This design comes from an exercise in tuning for small area, a short achievable clock period and few clock cycles on the open sky130 flow, not from production work. At most, simulation tests tie the RTL to the original design; equivalence was not proved. Power figures rest on the tool's default switching activity, not on a simulated workload.

Design arith_core, start of the top module:
module arith_core #(parameter N = 32) (
    input  wire         clk,
    input  wire         rst,
    input  wire         start,
    input  wire [4:0]   cmd,
    input  wire [N-1:0] a_in,
    input  wire [N-1:0] b_in,
    output reg          busy,
    output reg          done,
    output reg  [1:0]   status,
    output wire [N-1:0] res_hi,
    output wire [N-1:0] res_lo,
    output reg  [3:0]   flags
);
Size in the first run: roughly 1900 cells after synthesis.
export LEC_CHECK = 0
export CAP_MARGIN = 20
export CORE_MARGIN = 2
export CORE_UTILIZATION = 40
export SLEW_MARGIN = 20
create_clock -name core_clock -period 20.0 [get_ports {clk}]
standard.sh (not shown) runs the stock make flow with config.mk's settings and CLKGATE_MAP_FILE= SYNTH_SCRIPT=/design/flow/synth_recipe.tcl, a recipe that flattens the netlist after the stock synthesis.
==> flow/flow/run.sh <==
#!/bin/bash
# Standard layout, with two changes to how it is made:
#  - timing repair is asked to reach 5.2 ns paths (a setup margin on the
#    unchanged 20 ns constraint);
#  - every input and output port still gets its own buffer, but a buf_1
#    instead of the larger cell buffer_ports picks by default.
# Every tool's log stays under orfs/logs; make's own output goes to
# flow_make.log.
set -euo pipefail
bash standard.sh SETUP_SLACK_MARGIN=14.8 \
  "BUFFER_PORTS_ARGS=-buffer_cell sky130_fd_sc_hd__buf_1" finish > flow_make.log 2>&1
==> next run, changes <==
CORE_UTILIZATION = 60   (was 40)
Outcome: Total power fell by 2.7%; setup slack got worse by 7.3 ps; core utilization climbs by 21 points.
No run of this note included a check of the RTL's function; only the layout flow was run.

* * *

run A:
arith_core, a different RTL version from the one above (not shown whole).
Size in the first run: ~1900 cells after synthesis, ~140 flip-flops, about 140 I/O pins, ~15000 µm² of cells after synthesis.
## arith_core
module arith_core #(parameter N = 32) (
    input  wire         clk,
    input  wire         rst,
    input  wire         start,
    input  wire [4:0]   cmd,
    input  wire [N-1:0] a_in,
    input  wire [N-1:0] b_in,
    output reg          busy,
    output reg          done,
    output reg  [1:0]   status,
    output wire [N-1:0] res_hi,
    output wire [N-1:0] res_lo,
    output reg  [3:0]   flags
);
Settings: LEC_CHECK=0, CAP_MARGIN=20, CORE_MARGIN=2, CORE_UTILIZATION=40, SLEW_MARGIN=20; clock period 20.0 ns.
==> flow/flow/run.sh <==
#!/bin/bash
# Standard layout, with two changes to how it is made:
#  - timing repair is asked to reach 5 ns paths (a setup margin on the
#    unchanged 20 ns constraint);
#  - every input and output port still gets its own buffer, but a buf_1
#    instead of the larger cell buffer_ports picks by default.
# Every tool's log stays under orfs/logs; make's own output goes to
# flow_make.log.
set -euo pipefail
bash standard.sh SETUP_SLACK_MARGIN=15 \
  "BUFFER_PORTS_ARGS=-buffer_cell sky130_fd_sc_hd__buf_1" finish > flow_make.log 2>&1
Testbench counts of run A, summed over its fixed seeds: cycles 74,844.
What run B does differently from run A at the input level:
diff --git a/flow/flow/run.sh b/flow/flow/run.sh
--- a/flow/flow/run.sh
+++ b/flow/flow/run.sh
@@ -3 +3 @@
-#  - timing repair is asked to reach 5 ns paths (a setup margin on the
+#  - timing repair is asked to reach 5.2 ns paths (a setup margin on the
@@ -10 +10 @@
-bash standard.sh SETUP_SLACK_MARGIN=15 \
+bash standard.sh SETUP_SLACK_MARGIN=14.8 \
### Flow results
- | power after layout | higher: run A |
- Of run A and run B, run B shows the higher fraction of area in registers, with run A below it.
- Going from run A to run B, average wire per cell in the routed design saw a decrease; number of multi-input logic gates saw little to no change; core utilization saw a decrease; placer congestion estimate saw a decrease; worst ir drop on vdd saw an increase.
- Compared to run A, the router laid down less metal wire for run B.
- Fraction of standard cell area in multi-input logic in run B vs run A: up 1.9 points
### run B -> run C
diff --git a/flow/flow/run.sh b/flow/flow/run.sh
--- a/flow/flow/run.sh
+++ b/flow/flow/run.sh
@@ -3 +3 @@
-#  - timing repair is asked to reach 5.2 ns paths (a setup margin on the
+#  - timing repair is asked to reach 5.3 ns paths (a setup margin on the
@@ -10 +10 @@
-bash standard.sh SETUP_SLACK_MARGIN=14.8 \
+bash standard.sh SETUP_SLACK_MARGIN=14.7 \
Notes after the runs:
Against run B, post-layout instance count excluding filler cells in run C fell slightly.
Delta (run C minus run B): power dropped about 2.6%, leakage component of the power dropped 0.12 nW, slew at the pin closest to its max-slew limit dropped 170 ps, first-pass GRT wire length dropped about 1%.
Compare run B and run C | cell area higher: run B

* * *

Another version of the RTL of arith_core (not shown whole).
For scale: ~130 flip-flops, roughly 15000 µm² of cells after synthesis.
clock: 20.0 ns
lec_check: 0
cap_margin: 20
core_margin: 2
core_utilization: 40
slew_margin: 20
run.sh (not shown) runs the stock make flow with config.mk's settings and CLKGATE_MAP_FILE= SYNTH_SCRIPT=/design/flow/synth_recipe.tcl, a recipe that flattens the netlist after the stock synthesis.
Stock flow here: none of the scripts above is used.
Then changed:
==> flow/flow/run.sh (new file) <==
#!/bin/bash
# Standard layout, with timing repair asked to reach 6 ns paths (a setup
# margin on the unchanged 20 ns constraint); every tool's log stays under
# orfs/logs, make's own output goes to flow_make.log.
set -euo pipefail
bash standard.sh SETUP_SLACK_MARGIN=14 finish > flow_make.log 2>&1
==> flow/standard.sh (new file) <==
#!/bin/bash
# synth_recipe.tcl (not shown) runs the flow's synth.tcl, then flattens the netlist and writes it again
# the make line also repeats each setting of config.mk as NAME=value (left out here)
make -C /OpenROAD-flow-scripts/flow DESIGN_CONFIG=/design/flow/config.mk WORK_HOME=/design/flow/orfs CLKGATE_MAP_FILE= SYNTH_SCRIPT=/design/flow/synth_recipe.tcl "${@:-finish}"
removed: flow/run.sh
=> Synthesized cell count is unchanged. Worst hold slack gets better by 0.010 ns. Final area came out higher by 1.1%. Worst setup slack is better by 1.3 ns. Register-to-register slack gains 1.5 ns. Via count came out higher by 0.38%.
Function was not checked in any run of this note: the RTL went through the layout flow alone.

* * *

RTL: one of the versions met above, not the one the previous note started from.
Size: roughly 1,900 cells after synthesis, about 140 flip-flops, roughly 15,000 µm² of cells after synthesis.
==> flow/design.v (excerpt) <==
module arith_core #(parameter N = 32) (
    input  wire         clk,
    input  wire         rst,
    input  wire         start,
    input  wire [4:0]   cmd,
    input  wire [N-1:0] a_in,
    input  wire [N-1:0] b_in,
    output reg          busy,
    output reg          done,
    output reg  [1:0]   status,
    output wire [N-1:0] res_hi,
    output wire [N-1:0] res_lo,
    output reg  [3:0]   flags
);
export LEC_CHECK = 0
export CAP_MARGIN = 20
export CORE_MARGIN = 2
export CORE_UTILIZATION = 40
export SLEW_MARGIN = 20
create_clock -name core_clock -period 20.0 [get_ports {clk}]
standard.sh (not shown) runs the stock make flow with config.mk's settings and CLKGATE_MAP_FILE= SYNTH_SCRIPT=/design/flow/synth_recipe.tcl, a recipe that flattens the netlist after the stock synthesis.
==> flow/flow/run.sh <==
#!/bin/bash
# Standard layout, with two changes to how it is made:
#  - timing repair is asked to reach 5.5 ns paths (a setup margin on the
#    unchanged 20 ns constraint);
#  - every input and output port still gets its own buffer, but a buf_1
#    instead of the larger cell buffer_ports picks by default.
# Every tool's log stays under orfs/logs; make's own output goes to
# flow_make.log.
set -euo pipefail
bash standard.sh SETUP_SLACK_MARGIN=14.5 \
  "BUFFER_PORTS_ARGS=-buffer_cell sky130_fd_sc_hd__buf_1" finish > flow_make.log 2>&1
The baseline produced a clean layout.
Testbench counts at the start, summed over its fixed seeds: cycles 74,844.
Then changed:
--- a/flow/flow/run.sh
+++ b/flow/flow/run.sh
@@ -2,3 +2,3 @@
 # Standard layout, with two changes to how it is made:
-#  - timing repair is asked to reach 5.5 ns paths (a setup margin on the
+#  - timing repair is asked to reach 5.2 ns paths (a setup margin on the
 #    unchanged 20 ns constraint);
@@ -9,3 +9,3 @@
 set -euo pipefail
-bash standard.sh SETUP_SLACK_MARGIN=14.5 \
+bash standard.sh SETUP_SLACK_MARGIN=14.8 \
   "BUFFER_PORTS_ARGS=-buffer_cell sky130_fd_sc_hd__buf_1" finish > flow_make.log 2>&1
- CORE_UTILIZATION: 40 -> 60
Effect: Synthesized cell count stays the same. Die area fell by a quarter to a third. Routed wire length fell slightly.

[afterwards: timing with drivers on the ports]
In the flow no input, the clock included, has a driving cell. The finished layouts below were timed again as built, in two steps. Step 1, drivers: a clkbuf_16 drives clk and a buf_2 each remaining input, both assumed. Step 2 also shifts input and output timing later by t, the mid clock arrival at the registers, as if the neighbouring blocks saw the same clock. a / b / c = ideal / step 1 / step 2; a / b = the first two.
run | shift t [ns] | slack for setup (ns) | worst slew at a driven data input, ns
the first run of note 1 | 0.499 | 14.804 / 14.753 / 14.349 | 0.04
the second run of note 1 | 0.483 | 14.797 / 14.745 / 14.388 | 0.04
run A | 0.510 | 14.880 / 14.824 / 14.641 | 0.06
run B | 0.499 | 14.840 / 14.788 / 14.375 | 0.05
run C | 0.504 | 14.671 / 14.619 / 14.346 | 0.06
the first run of note 3 | 0.494 | 12.825 / 12.825 / 12.501 | 0.04
the second run of note 3 | 0.504 | 14.095 / 14.043 / 13.648 | 0.05
the first run of note 4 | 0.497 | 14.552 / 14.500 / 14.088 | 0.05
the second run of note 4 | 0.474 | 14.807 / 14.755 / 14.408 | 0.04
After both steps setup and hold are still met in every run listed. The setup slack of run B, which loses most, moves by -0.052 ns with the drivers and by -0.465 ns with both steps.
